What follows belongs to an exercise in optimizing a design on an open flow for small area and few clock cycles; a production flow would make more cautious choices. In this exercise RTL edits were held to simulation tests only and were not proved equivalent to the original. Power and IR drop assume default switching activity. The clock port is modelled as an ideal driver; clocking choices that lean on that would not hold on a real chip.

branch raven:
## opc2ser
module opc2ser #(
    parameter RXBUF_SIZE = 128
) (
    input  wire        clk,
    input  wire        rst,
    input  wire [1:0]  cfg_protocol,
    input  wire [7:0]  cfg_channel,
    input  wire [15:0] cfg_hs_timeout_ms,
    input  wire        dg_valid,
    output wire        dg_ready,
    input  wire [7:0]  dg_data,
    input  wire        dg_last,
    input  wire        dg_keep,
    output wire        tx_valid,
    input  wire        tx_ready,
    output reg  [7:0]  tx_data,
    output wire        tx_last,
    input  wire        srx_valid,
    input  wire [7:0]  srx_data,
    input  wire        tick_ms,
    output wire [1:0]  hs_state,
    output wire [2:0]  hs_cause,
    output wire        session_abort,
    output wire        busy,
    output wire [3:0]  err_code,
    output wire        warn3,
    output reg         evt_accept,
    output reg         evt_drop,
    output wire        evt_warn,
    output reg         evt_sent
);
    localparam PMAX = RXBUF_SIZE - 4;           
    localparam NR   = 16;                       
    localparam P_ADA  = 2'd0;
    localparam P_AWA  = 2'd1;
    localparam P_TPM2 = 2'd2;
    localparam HS_AWAITING = 2'd0;
    localparam HS_READY    = 2'd1;
    localparam HS_FAILED   = 2'd2;
    reg [1:0] cfg_proto_r;
    reg [7:0] cfg_chan_r;
    always @(posedge clk) begin
        if (rst) begin
            cfg_proto_r <= cfg_protocol;
            cfg_chan_r  <= cfg_channel;
        end
    end
    reg [1:0]  hs;
    reg [2:0]  hs_cause_r;
    reg [2:0]  ph;                     
    reg        tt;                     
    wire [1:0] hs_cnt = ph[1:0];
    wire       hs_bad = tt;
    reg [15:0] acc;                    
  ...
Size in the first run: roughly 1100 flip-flops, ~77 I/O pins, about 0.029 mm^2 of cells after synthesis.
Settings: LEC_CHECK=0, CAP_MARGIN=20, CORE_MARGIN=2, CORE_UTILIZATION=55, PLACE_DENSITY=0.7, SLEW_MARGIN=20; clock period 12.0 ns.
standard.sh (not shown) runs the stock make flow with config.mk's settings and CLKGATE_MAP_FILE= SYNTH_SCRIPT=/design/flow/synth_recipe.tcl, a recipe that flattens the netlist after the stock synthesis.
==> flow/flow/run.sh <==
#!/bin/bash
# The standard layout (standard.sh) with these changes, all made through
# ORFS's own variables:
#  - synthesis maps logic with an area-oriented ABC script (flow/abc_map.script
#    in place of ORFS's abc_speed.script); the Yosys steps, and so the
#    registers, are those of the standard synthesis;
#  - ports are buffered with buf_1;
#  - clock tree synthesis uses larger sink clusters and no dummy loads.
# make's output goes to make_synth.log and make_finish.log here; each tool's
# own log is in orfs/logs/.
set -euo pipefail
here=$(pwd)
rm -rf "$here/scripts_area"
cp -r "$FLOW_HOME/scripts" "$here/scripts_area"
cp "$here/flow/abc_map.script" "$here/scripts_area/abc_speed.script"
sed "s#CLKGATE_MAP_FILE= #CLKGATE_MAP_FILE= SCRIPTS_DIR=$here/scripts_area #" standard.sh > synth_area.sh
export BUFFER_PORTS_ARGS="-buffer_cell sky130_fd_sc_hd__buf_1"
export CTS_ARGS="-sink_clustering_enable -repair_clock_nets -sink_clustering_size 30 -sink_clustering_max_diameter 80 -dont_use_dummy_load"
bash synth_area.sh synth > make_synth.log 2>&1
bash standard.sh finish > make_finish.log 2>&1
==> flow/flow/abc_map.script <==
&get -n
&st
&syn2
&dch
&nf -R 1000
&put
branch raven has completed all stages; timing, DRC and antenna checks passed.
Testbench counts of branch raven, summed over its fixed seeds: cycles 102,288.
The inputs of branch amber differ from those of branch raven as listed below.
-- flow/flow/run.sh --
<<< branch raven, line 16
sed "s#CLKGATE_MAP_FILE= #CLKGATE_MAP_FILE= SCRIPTS_DIR=$here/scripts_area #" standard.sh > synth_area.sh
export BUFFER_PORTS_ARGS="-buffer_cell sky130_fd_sc_hd__buf_1"
export CTS_ARGS="-sink_clustering_enable -repair_clock_nets -sink_clustering_size 30 -sink_clustering_max_diameter 80 -dont_use_dummy_load"
bash synth_area.sh synth > make_synth.log 2>&1
bash standard.sh finish > make_finish.log 2>&1
>>> branch amber, line 16
sed "s#CLKGATE_MAP_FILE= #CLKGATE_MAP_FILE= SCRIPTS_DIR=$here/scripts_area #" standard.sh > synth_area.sh
export BUFFER_PORTS_ARGS="-buffer_cell sky130_fd_sc_hd__buf_1"
export CTS_ARGS="-sink_clustering_enable -repair_clock_nets -sink_clustering_size 30 -sink_clustering_max_diameter 100 -dont_use_dummy_load"
bash synth_area.sh synth > make_synth.log 2>&1
bash standard.sh finish > make_finish.log 2>&1
--- outcome ---
branch amber: PASS, flow complete, no timing, DRC or antenna violations. Compared branch amber against branch raven; global-route usage within noise. The share of the clock period used by the worst path after layout of branch amber is lower than that of branch raven. | net switching share of the total power | branch amber vs branch raven | ≈ equal |. Cmp branch amber vs branch raven: reported clock group power lower in branch amber. Comparing branch amber and branch raven, the lower final wirelength is on branch amber. Comparing branch amber and branch raven, overall power after layout is lower on branch amber. Changes observed in branch amber relative to branch raven: share of cell area taken by flip-flops and latches shows an increase of 0.17 points; sequential share of power higher; final standard cell utilization of the core flat; wire length of the first global-routing pass was more or less identical.

---

Setup of wip/violet:
opc2ser, a different RTL version from the one above (not shown whole).
Size: roughly 2200 cells after synthesis, ~1100 flip-flops, roughly 77 I/O pins, ~30000 sq um of cells after synthesis.
// opc2ser
module opc2ser #(
    parameter RXBUF_SIZE = 128
) (
    input  wire        clk,
    input  wire        rst,
    input  wire [1:0]  cfg_protocol,
    input  wire [7:0]  cfg_channel,
    input  wire [15:0] cfg_hs_timeout_ms,
    input  wire        dg_valid,
    output wire        dg_ready,
    input  wire [7:0]  dg_data,
    input  wire        dg_last,
    input  wire        dg_keep,
    output wire        tx_valid,
    input  wire        tx_ready,
    output reg  [7:0]  tx_data,
    output wire        tx_last,
    input  wire        srx_valid,
    input  wire [7:0]  srx_data,
    input  wire        tick_ms,
    output wire [1:0]  hs_state,
    output wire [2:0]  hs_cause,
    output wire        session_abort,
    output wire        busy,
    output wire [3:0]  err_code,
    output wire        warn3,
    output reg         evt_accept,
    output reg         evt_drop,
    output wire        evt_warn,
    output reg         evt_sent
);
    localparam PMAX = RXBUF_SIZE - 4;           
    localparam NR   = 16;                       
    localparam P_ADA  = 2'd0;
    localparam P_AWA  = 2'd1;
    localparam P_TPM2 = 2'd2;
    localparam HS_AWAITING = 2'd0;
    localparam HS_READY    = 2'd1;
    localparam HS_FAILED   = 2'd2;
    reg [1:0] cfg_proto_r;
    reg [7:0] cfg_chan_r;
    always @(posedge clk) begin
        if (rst) begin
            cfg_proto_r <= cfg_protocol;
            cfg_chan_r  <= cfg_channel;
        end
    end
    reg [1:0]  hs;
    reg [2:0]  hs_cause_r;
    reg [1:0]  hs_cnt;
    reg        hs_bad;
    reg [15:0] acc;                    
  ...
clock: 12.0 ns
lec_check: 0
cap_margin: 5
core_margin: 2
core_utilization: 55
place_density: 0.7
slew_margin: 5
==> flow/flow/run.sh <==
#!/bin/bash
# The standard layout (standard.sh) with these changes, all made through
# ORFS's own variables:
#  - synthesis maps logic with an area-oriented ABC script (flow/abc_map.script
#    in place of ORFS's abc_speed.script); the Yosys steps, and so the
#    registers, are those of the standard synthesis;
#  - ports are buffered with buf_1;
#  - clock tree synthesis uses larger sink clusters and no dummy loads.
# make's output goes to make_synth.log and make_finish.log here; each tool's
# own log is in orfs/logs/.
set -euo pipefail
here=$(pwd)
rm -rf "$here/scripts_area"
cp -r "$FLOW_HOME/scripts" "$here/scripts_area"
cp "$here/flow/abc_map.script" "$here/scripts_area/abc_speed.script"
sed "s#CLKGATE_MAP_FILE= #CLKGATE_MAP_FILE= SCRIPTS_DIR=$here/scripts_area #" standard.sh > synth_area.sh
export BUFFER_PORTS_ARGS="-buffer_cell sky130_fd_sc_hd__buf_1"
export CTS_ARGS="-sink_clustering_enable -repair_clock_nets -sink_clustering_size 36 -sink_clustering_max_diameter 80 -dont_use_dummy_load"
bash synth_area.sh synth > make_synth.log 2>&1
bash standard.sh finish > make_finish.log 2>&1
==> flow/flow/abc_map.script <==
&get -n
&st
&dch
&nf -R 1000
&put
wip/violet was carried through to the last stage, and its layout satisfied the timing, design-rule and antenna checks.
Testbench counts of wip/violet, summed over its fixed seeds: cycles 102,288.
Here is what was changed in the inputs of wip/tundra compared with wip/violet.
# wip/violet
export LEC_CHECK = 0
export CAP_MARGIN = 5
export CORE_MARGIN = 2
export CORE_UTILIZATION = 55
export PLACE_DENSITY = 0.7
export SLEW_MARGIN = 5
create_clock -name core_clock -period 12.0 [get_ports {clk}]
# wip/tundra
export LEC_CHECK = 0
export CAP_MARGIN = 20
export CORE_MARGIN = 2
export CORE_UTILIZATION = 55
export PLACE_DENSITY = 0.7
export SLEW_MARGIN = 20
create_clock -name core_clock -period 12.0 [get_ports {clk}]
Notes after the runs:
Overall routed net length, wip/tundra and wip/violet: lower on wip/tundra
Compared with wip/violet, wip/tundra improves detailed placer's ending HPWL.
Status: total power parity (wip/violet, wip/tundra)
Re count of sequential standard cells: no difference whatsoever between wip/tundra and wip/violet.
Synthesis-to-layout area growth: wip/violet vs wip/tundra — no meaningful difference
wip/tundra against wip/violet: design area flat, multi-input gate area in the final layout flat.
In terms of sequential share of layout area, wip/violet and wip/tundra differ only marginally.
wip/tundra has less setup slack than wip/violet.
What wip/umber does differently from wip/tundra at the input level:
# wip/tundra
export LEC_CHECK = 0
export CAP_MARGIN = 20
export CORE_MARGIN = 2
export CORE_UTILIZATION = 55
export PLACE_DENSITY = 0.7
export SLEW_MARGIN = 20
create_clock -name core_clock -period 12.0 [get_ports {clk}]
# wip/umber
export LEC_CHECK = 0
export CAP_MARGIN = 5
export CORE_MARGIN = 2
export CORE_UTILIZATION = 55
export PLACE_DENSITY = 0.7
export SLEW_MARGIN = 5
create_clock -name core_clock -period 12.0 [get_ports {clk}]
-- flow/flow/run.sh --
<<< wip/tundra, line 16
sed "s#CLKGATE_MAP_FILE= #CLKGATE_MAP_FILE= SCRIPTS_DIR=$here/scripts_area #" standard.sh > synth_area.sh
export BUFFER_PORTS_ARGS="-buffer_cell sky130_fd_sc_hd__buf_1"
export CTS_ARGS="-sink_clustering_enable -repair_clock_nets -sink_clustering_size 36 -sink_clustering_max_diameter 80 -dont_use_dummy_load"
bash synth_area.sh synth > make_synth.log 2>&1
bash standard.sh finish > make_finish.log 2>&1
>>> wip/umber, line 16
sed "s#CLKGATE_MAP_FILE= #CLKGATE_MAP_FILE= SCRIPTS_DIR=$here/scripts_area #" standard.sh > synth_area.sh
export BUFFER_PORTS_ARGS="-buffer_cell sky130_fd_sc_hd__buf_1"
export CTS_ARGS="-sink_clustering_enable -repair_clock_nets -sink_clustering_size 30 -sink_clustering_max_diameter 80 -dont_use_dummy_load"
bash synth_area.sh synth > make_synth.log 2>&1
bash standard.sh finish > make_finish.log 2>&1
### Flow results
From wip/tundra to wip/umber the numbers moved as follows: fmax climbed 0.60%, utilization has increased, final area went up by 0.37%, slew of the pin with the lowest slew margin moved up, combinational cell fraction of total power comparable. The relative contribution of the clock network to total power of wip/umber exceeds that of wip/tundra by 1.0 points.
#### Input delta (wip/cedar over wip/umber)
# wip/umber
export LEC_CHECK = 0
export CAP_MARGIN = 5
export CORE_MARGIN = 2
export CORE_UTILIZATION = 55
export PLACE_DENSITY = 0.7
export SLEW_MARGIN = 5
create_clock -name core_clock -period 12.0 [get_ports {clk}]
# wip/cedar
export LEC_CHECK = 0
export CAP_MARGIN = 20
export CORE_MARGIN = 2
export CORE_UTILIZATION = 55
export PLACE_DENSITY = 0.7
export SLEW_MARGIN = 20
create_clock -name core_clock -period 12.0 [get_ports {clk}]
- Comparing wip/umber and wip/cedar, the lower post-DP HPWL is on wip/cedar.
- Maximum number of pins on one net before global-route repair: wip/umber vs wip/cedar identical
- The internal power component of wip/cedar and that of wip/umber are within noise of each other.
- Compared with wip/umber, the detailed router inserted fewer vias in wip/cedar.
- From wip/umber to wip/cedar the numbers moved as follows: switching power summed over all nets now larger; power density over the cells comparable; final cell area excluding filler cells comparable; relative contribution of the clock network to total power comparable.

---

old:
opc2ser, a different RTL version from the one above (not shown whole).
Size: ~1100 flip-flops, roughly 77 I/O pins.
==> flow/design.v (excerpt) <==
module opc2ser #(
    parameter RXBUF_SIZE = 128
) (
    input  wire        clk,
    input  wire        rst,
    input  wire [1:0]  cfg_protocol,
    input  wire [7:0]  cfg_channel,
    input  wire [15:0] cfg_hs_timeout_ms,
    input  wire        dg_valid,
    output wire        dg_ready,
    input  wire [7:0]  dg_data,
    input  wire        dg_last,
    input  wire        dg_keep,
    output wire        tx_valid,
    input  wire        tx_ready,
    output reg  [7:0]  tx_data,
    output wire        tx_last,
    input  wire        srx_valid,
    input  wire [7:0]  srx_data,
    input  wire        tick_ms,
    output wire [1:0]  hs_state,
    output wire [2:0]  hs_cause,
    output wire        session_abort,
    output wire        busy,
    output wire [3:0]  err_code,
    output wire        warn3,
    output reg         evt_accept,
    output reg         evt_drop,
    output wire        evt_warn,
    output reg         evt_sent
);
==> flow/config.mk <==
export PLATFORM = sky130hd
export DESIGN_NAME = opc2ser
export DESIGN_NICKNAME = opc2ser
export VERILOG_FILES = /design/flow/design.v
export SDC_FILE = /design/flow/constraint.sdc
export NUM_CORES = 4
export LEC_CHECK = 0
export CAP_MARGIN = 20
export CORE_MARGIN = 2
export CORE_UTILIZATION = 55
export PLACE_DENSITY = 0.7
export SLEW_MARGIN = 20
==> flow/constraint.sdc <==
create_clock -name core_clock -period 12.0 [get_ports {clk}]
set_input_delay 2.4000 -clock core_clock [delete_from_list [all_inputs] [get_ports {clk}]]
set_output_delay 2.4000 -clock core_clock [all_outputs]
set_load 0.01 [all_outputs]
==> flow/flow/run.sh <==
#!/bin/bash
# The standard layout (standard.sh) with these changes, all made through
# ORFS's own variables:
#  - synthesis maps logic with an area-oriented ABC script (flow/abc_map.script
#    in place of ORFS's abc_speed.script); the Yosys steps, and so the
#    registers, are those of the standard synthesis;
#  - ports are buffered with buf_1;
#  - clock tree synthesis uses larger sink clusters and no dummy loads.
# make's output goes to make_synth.log and make_finish.log here; each tool's
# own log is in orfs/logs/.
set -euo pipefail
here=$(pwd)
rm -rf "$here/scripts_area"
cp -r "$FLOW_HOME/scripts" "$here/scripts_area"
cp "$here/flow/abc_map.script" "$here/scripts_area/abc_speed.script"
sed "s#CLKGATE_MAP_FILE= #CLKGATE_MAP_FILE= SCRIPTS_DIR=$here/scripts_area #" standard.sh > synth_area.sh
export BUFFER_PORTS_ARGS="-buffer_cell sky130_fd_sc_hd__buf_1"
export CTS_ARGS="-sink_clustering_enable -repair_clock_nets -sink_clustering_size 36 -sink_clustering_max_diameter 80 -dont_use_dummy_load"
bash synth_area.sh synth > make_synth.log 2>&1
bash standard.sh finish > make_finish.log 2>&1
==> flow/flow/abc_map.script <==
&get -n
&st
&syn2
&dch
&nf -R 1000
&put
Testbench counts of old, summed over its fixed seeds: cycles 102,288.
Setup changes, old to new
diff --git a/flow/flow/run.sh b/flow/flow/run.sh
--- a/flow/flow/run.sh
+++ b/flow/flow/run.sh
@@ -17,3 +17,3 @@
 export BUFFER_PORTS_ARGS="-buffer_cell sky130_fd_sc_hd__buf_1"
-export CTS_ARGS="-sink_clustering_enable -repair_clock_nets -sink_clustering_size 36 -sink_clustering_max_diameter 80 -dont_use_dummy_load"
+export CTS_ARGS="-sink_clustering_enable -repair_clock_nets -sink_clustering_size 30 -sink_clustering_max_diameter 80 -dont_use_dummy_load"
 bash synth_area.sh synth > make_synth.log 2>&1
[summary]
Power density normalized to cell area was higher in new than in old. Going from old to new, area growth from synthesis to layout up 0.46 points, first-pass GRT wire length closely matched the old numbers, clock skew lower, worst hold slack rose 0.019 ns. Any difference in switching portion of total power between new and old is small enough to ignore.

---

opc2ser, a different RTL version from the one above (not shown whole).
Size: roughly 1700 cells after synthesis.
clock: 12.0 ns
lec_check: 0
cap_margin: 20
core_margin: 2
core_utilization: 55
cts_cluster_diameter: 80
cts_cluster_size: 30
place_density: 0.7
slew_margin: 20
run.sh (not shown) runs the stock make flow with config.mk's settings and CLKGATE_MAP_FILE= SYNTH_SCRIPT=/design/flow/synth_recipe.tcl, a recipe that flattens the netlist after the stock synthesis.
Stock flow here: none of the scripts above is used.
Testbench counts at the start, summed over its fixed seeds: cycles 102,288.
==> next run, changes <==
==> flow/flow/run.sh (new file) <==
#!/bin/bash
# The standard layout (standard.sh) with these changes, all made through
# ORFS's own variables:
#  - synthesis maps logic with an area-oriented ABC script (flow/abc_map.script
#    in place of ORFS's abc_speed.script); the Yosys steps, and so the
#    registers, are those of the standard synthesis;
#  - ports are buffered with buf_1;
#  - clock tree synthesis uses larger sink clusters and no dummy loads.
# make's output goes to make_synth.log and make_finish.log here; each tool's
# own log is in orfs/logs/.
set -euo pipefail
here=$(pwd)
rm -rf "$here/scripts_area"
cp -r "$FLOW_HOME/scripts" "$here/scripts_area"
cp "$here/flow/abc_map.script" "$here/scripts_area/abc_speed.script"
sed "s#CLKGATE_MAP_FILE= #CLKGATE_MAP_FILE= SCRIPTS_DIR=$here/scripts_area #" standard.sh > synth_area.sh
export BUFFER_PORTS_ARGS="-buffer_cell sky130_fd_sc_hd__buf_1"
export CTS_ARGS="-sink_clustering_enable -repair_clock_nets -sink_clustering_size 30 -sink_clustering_max_diameter 80 -dont_use_dummy_load"
bash synth_area.sh synth > make_synth.log 2>&1
bash standard.sh finish > make_finish.log 2>&1
==> flow/flow/abc_map.script (new file) <==
&get -n
&st
&dch
&nf -R 1000
&put
==> flow/standard.sh (new file) <==
#!/bin/bash
# synth_recipe.tcl (not shown) runs the flow's synth.tcl, then flattens the netlist and writes it again
# the make line also repeats each setting of config.mk as NAME=value (left out here)
make -C /OpenROAD-flow-scripts/flow DESIGN_CONFIG=/design/flow/config.mk WORK_HOME=/design/flow/orfs CLKGATE_MAP_FILE= SYNTH_SCRIPT=/design/flow/synth_recipe.tcl "${@:-finish}"
Settings changed: CTS_CLUSTER_DIAMETER 80 to unset, CTS_CLUSTER_SIZE 30 to unset.
removed: flow/run.sh
After rerunning:
- clock-buffer cell count falls by 4
- register-to-register slack got worse by 0.50 ns
- final cell count falls by 1.8%
- via count hardly moves
- area after synthesis falls by 1.7%
- total power falls by 3.4%
- first-iteration DRC count rises by 7.0%

-- port drivers added, routing unchanged --
Ports are ideal in the flow. The routed layouts listed here were re-timed in OpenROAD.
Step 1: set_driving_cell puts a clkbuf_16 on clk and a buf_2 on each other input, an assumption about the parent block.
Step 2, shift: input delay + t, output delay - t, t = (earliest + latest rising clock arrival at the registers) / 2. This alone moves slack from input paths to output paths.
Three values: ideal ports, drivers, drivers and shift; two values: the first two.
run | t, ns | slack for setup (ns) | worst setup path at the end
branch raven | 0.637 | 1.309 / 1.340 / 0.702 | input to register
branch amber | 0.647 | 1.379 / 1.410 / 0.763 | input to register
wip/violet | 0.629 | 1.860 / 1.886 / 1.257 | input to register
wip/tundra | 0.635 | 1.802 / 1.838 / 1.202 | input to register
wip/umber | 0.643 | 1.863 / 1.894 / 1.251 | input to register
wip/cedar | 0.647 | 1.829 / 1.864 / 1.218 | input to register
old | 0.625 | 1.231 / 1.256 / 0.630 | input to register
new | 0.637 | 1.258 / 1.277 / 0.639 | input to register
the first run of note 4 | 0.655 | 1.049 / 1.049 / 1.049 | register to register
the second run of note 4 | 0.637 | 0.554 / 0.554 / 0.554 | register to register
After both steps setup and hold are still met in every run listed. For new, which loses most, drivers alone change the setup slack by +0.019 ns; drivers and shift together by -0.619 ns.
